What follows belongs to an exercise in optimizing a design on an open flow for small area, a short achievable clock period and few clock cycles; a production flow would make more cautious choices. Only simulation tests tie the RTL to the original design; equivalence was not proved. Power is estimated from default activity; no workload was simulated.

// franklin_rx
module franklin_rx (
    input  wire       clk,
    input  wire       rst,           
    input  wire       in_valid,
    input  wire       in_timeout,
    input  wire [7:0] in_byte,
    output wire       in_ready,
    output reg        tx_valid,
    output wire [7:0] tx_byte,
    output reg        ind_valid,
    input  wire       ind_ready,
    output reg        ind_dispatch,
    output reg  [7:0] ind_data,
    output reg        ind_last,
    input  wire [1:0] verdict
);
export LEC_CHECK = 0
export CAP_MARGIN = 10
export CORE_MARGIN = 2
export CORE_UTILIZATION = 50
export CTS_CLUSTER_DIAMETER = 100
export CTS_CLUSTER_SIZE = 20
export PLACE_DENSITY = 0.65
export SLEW_MARGIN = 10
create_clock -name core_clock -period 10.0 [get_ports {clk}]
standard.sh (not shown) runs the stock make flow with config.mk's settings and CLKGATE_MAP_FILE= SYNTH_SCRIPT=/design/flow/synth_recipe.tcl, a recipe that flattens the netlist after the stock synthesis.
==> flow/flow/run.sh <==
#!/bin/bash
# The standard layout (the standard.sh: standard synthesis, floorplan,
# placement, CTS, routing), with the setup repair steps aiming for more slack
# than the clock period needs, so that they shorten the critical paths.
set -euo pipefail
export SETUP_SLACK_MARGIN=7.0
bash standard.sh > standard.log 2>&1
Testbench counts at the start, summed over its fixed seeds: cycles 80,353.
Change:
Settings changed: CAP_MARGIN 10 to 20, CTS_CLUSTER_SIZE 20 to 24, SLEW_MARGIN 10 to 20.
Cell count hardly moves. Maximum frequency barely changes. Core utilization drops by 0.16 points.

========
== build 15 ==
franklin_rx again, from the RTL that the note above started with.
export LEC_CHECK = 0
export CAP_MARGIN = 20
export CORE_MARGIN = 2
export CORE_UTILIZATION = 45
export CTS_CLUSTER_DIAMETER = 100
export CTS_CLUSTER_SIZE = 20
export PLACE_DENSITY = 0.6
export SLEW_MARGIN = 20
create_clock -name core_clock -period 10.0 [get_ports {clk}]
Scripts as last shown in full above: flow/flow/run.sh
Build 15 reached the final stage; the timing, DRC and antenna checks on its layout passed.
Testbench counts of build 15, summed over its fixed seeds: cycles 80,353.
[inputs] build 21 vs build 15
Settings: CAP_MARGIN: 20 -> 0; PLACE_DENSITY: 0.6 -> 0.65; SLEW_MARGIN: 20 -> 0; CORE_UTILIZATION: 45 -> 50.
Findings:
- Timing, DRC, antenna: 0 failures across build 21 and build 15
- The lower post-route met1 wirelength of build 21 and build 15 is in build 21.
- Re number of buffers outside the clock class in the layout: build 15 was lower than build 21.
- Sort build 21 and build 15 by number of optimization iterations in the first detailed-route pass, ascending, and build 15 comes first.
Here is what was changed in the inputs of build 29 compared with build 21.
Settings: changing CAP_MARGIN from 0 to 20; changing SLEW_MARGIN from 0 to 20.
-- flow/flow/run.sh --
<<< build 21, line 6
export SETUP_SLACK_MARGIN=7.0
>>> build 29, line 6
export SETUP_SLACK_MARGIN=6.8
Results
The final layout from build 29, which completed every stage, passed the timing, DRC and antenna checks at the end of the flow. Per the comparison of build 29 with build 21, power per unit of standard cell area rose by 0.96%, wire length fell by 0.57%, non-clock buffer total of the final layout fell by about 16%, portion of total power attributed to sequential cells stayed essentially flat, global router's overall resource usage stayed essentially flat. Master of the slowest instance on the critical path = sky130_fd_sc_hd__nor2_1: build 29; master of the slowest instance on the critical path = sky130_fd_sc_hd__dfxtp_2: build 21. End of the critical path = ind_dispatch: build 21; end of the critical path = mem[108][7]: build 29. Highest metal layer with signal wires = met5: build 29; highest metal layer with signal wires = met4: build 21.

========
== the previous run ==
franklin_rx again, from the RTL that the note above started with.
Design franklin_rx, start of the top module:
module franklin_rx (
    input  wire       clk,
    input  wire       rst,           
    input  wire       in_valid,
    input  wire       in_timeout,
    input  wire [7:0] in_byte,
    output wire       in_ready,
    output reg        tx_valid,
    output wire [7:0] tx_byte,
    output reg        ind_valid,
    input  wire       ind_ready,
    output reg        ind_dispatch,
    output reg  [7:0] ind_data,
    output reg        ind_last,
    input  wire [1:0] verdict
);
    localparam QD = 8;               
    localparam QW = 3;
    function [4:0] contrib;
        input [1:0] j;
        input [7:0] d;
        begin
            case (j)
                2'd0: contrib = {^(d & 8'h4B), ^(d & 8'h95), ^(d & 8'h26), ^(d & 8'h38), ^(d & 8'hC0)};
                2'd1: contrib = {^(d & 8'hDC), ^(d & 8'h6C), ^(d & 8'hB5), ^(d & 8'h3A), ^(d & 8'hC3)};
                default: contrib = {^(d & 8'hE2), ^(d & 8'hD5), ^(d & 8'hB9), ^(d & 8'h7E), ^(d & 8'hFF)};
            endcase
        end
    endfunction
    function [4:0] tagpar;
        input [2:0] tag;
        begin
            tagpar = {{4{tag[0] ^ tag[1]}}, tag[0]};
        end
    endfunction
    function [3:0] code_hi;
        input [2:0] idx;
        begin
            case (idx)
                3'd0: code_hi = 4'h8;
                3'd1: code_hi = 4'hE;
                3'd2: code_hi = 4'hD;
                3'd3: code_hi = 4'hB;
                3'd4: code_hi = 4'hF;
                3'd5: code_hi = 4'h9;
                default: code_hi = 4'hA;
  ...
export LEC_CHECK = 0
export CAP_MARGIN = 20
export CORE_MARGIN = 2
export CORE_UTILIZATION = 50
export CTS_CLUSTER_DIAMETER = 100
export CTS_CLUSTER_SIZE = 20
export PLACE_DENSITY = 0.65
export SLEW_MARGIN = 20
create_clock -name core_clock -period 10.0 [get_ports {clk}]
==> flow/flow/run.sh <==
#!/bin/bash
# The standard layout (the standard.sh: standard synthesis, floorplan,
# placement, CTS, routing), with the setup repair steps aiming for more slack
# than the clock period needs, so that they shorten the critical paths.
set -euo pipefail
export SETUP_SLACK_MARGIN=7.0
bash standard.sh > standard.log 2>&1
Testbench counts of the previous run, summed over its fixed seeds: cycles 80,353.
### the previous run -> the current run
==> flow/flow/run.sh <==
#!/bin/bash
# The standard layout (the standard.sh: standard synthesis, floorplan,
# placement, CTS, routing), with the setup repair steps aiming for more slack
# than the clock period needs, so that they shorten the critical paths.
set -euo pipefail
export SETUP_SLACK_MARGIN=7.2
bash standard.sh > standard.log 2>&1
==> summary.txt <==
The current run ended with every stage complete and zero timing, DRC or antenna violations. Taking the previous run as the reference, in the current run routed wire length shows an increase of 1.5%; proportion of power drawn by flip-flops and latches shows no meaningful change; initial detailed-routing violation count shows an increase of 268.

==> afterwards: timing with drivers on the ports <==
Ports are ideal in the flow. The routed layouts listed here were re-timed in OpenROAD.
Step 1, drivers: a clkbuf_16 drives clk and a buf_2 each remaining input, both assumed.
Step 2, shift: input delay + t, output delay - t, t = (earliest + latest rising clock arrival at the registers) / 2. This alone moves slack from input paths to output paths.
Slacks: ideal / step 1 / step 2; pairs: ideal / step 1.
run	t (ns)	setup WS [ns]	cell pins on the clock port's net
the first run of note 1	0.750	6.831 / 6.762 / 6.346	1
the second run of note 1	0.739	6.839 / 6.772 / 6.322	1
build 15	0.752	6.798 / 6.726 / 6.313	1
build 21	0.750	6.831 / 6.762 / 6.346	1
build 29	0.753	6.819 / 6.759 / 6.202	1
the previous run	0.756	6.847 / 6.780 / 6.341	1
the current run	0.748	6.856 / 6.779 / 6.380	1
After both steps setup and hold are still met in every run listed. For build 29, which loses most, drivers alone change the setup slack by -0.060 ns; drivers and shift together by -0.617 ns.
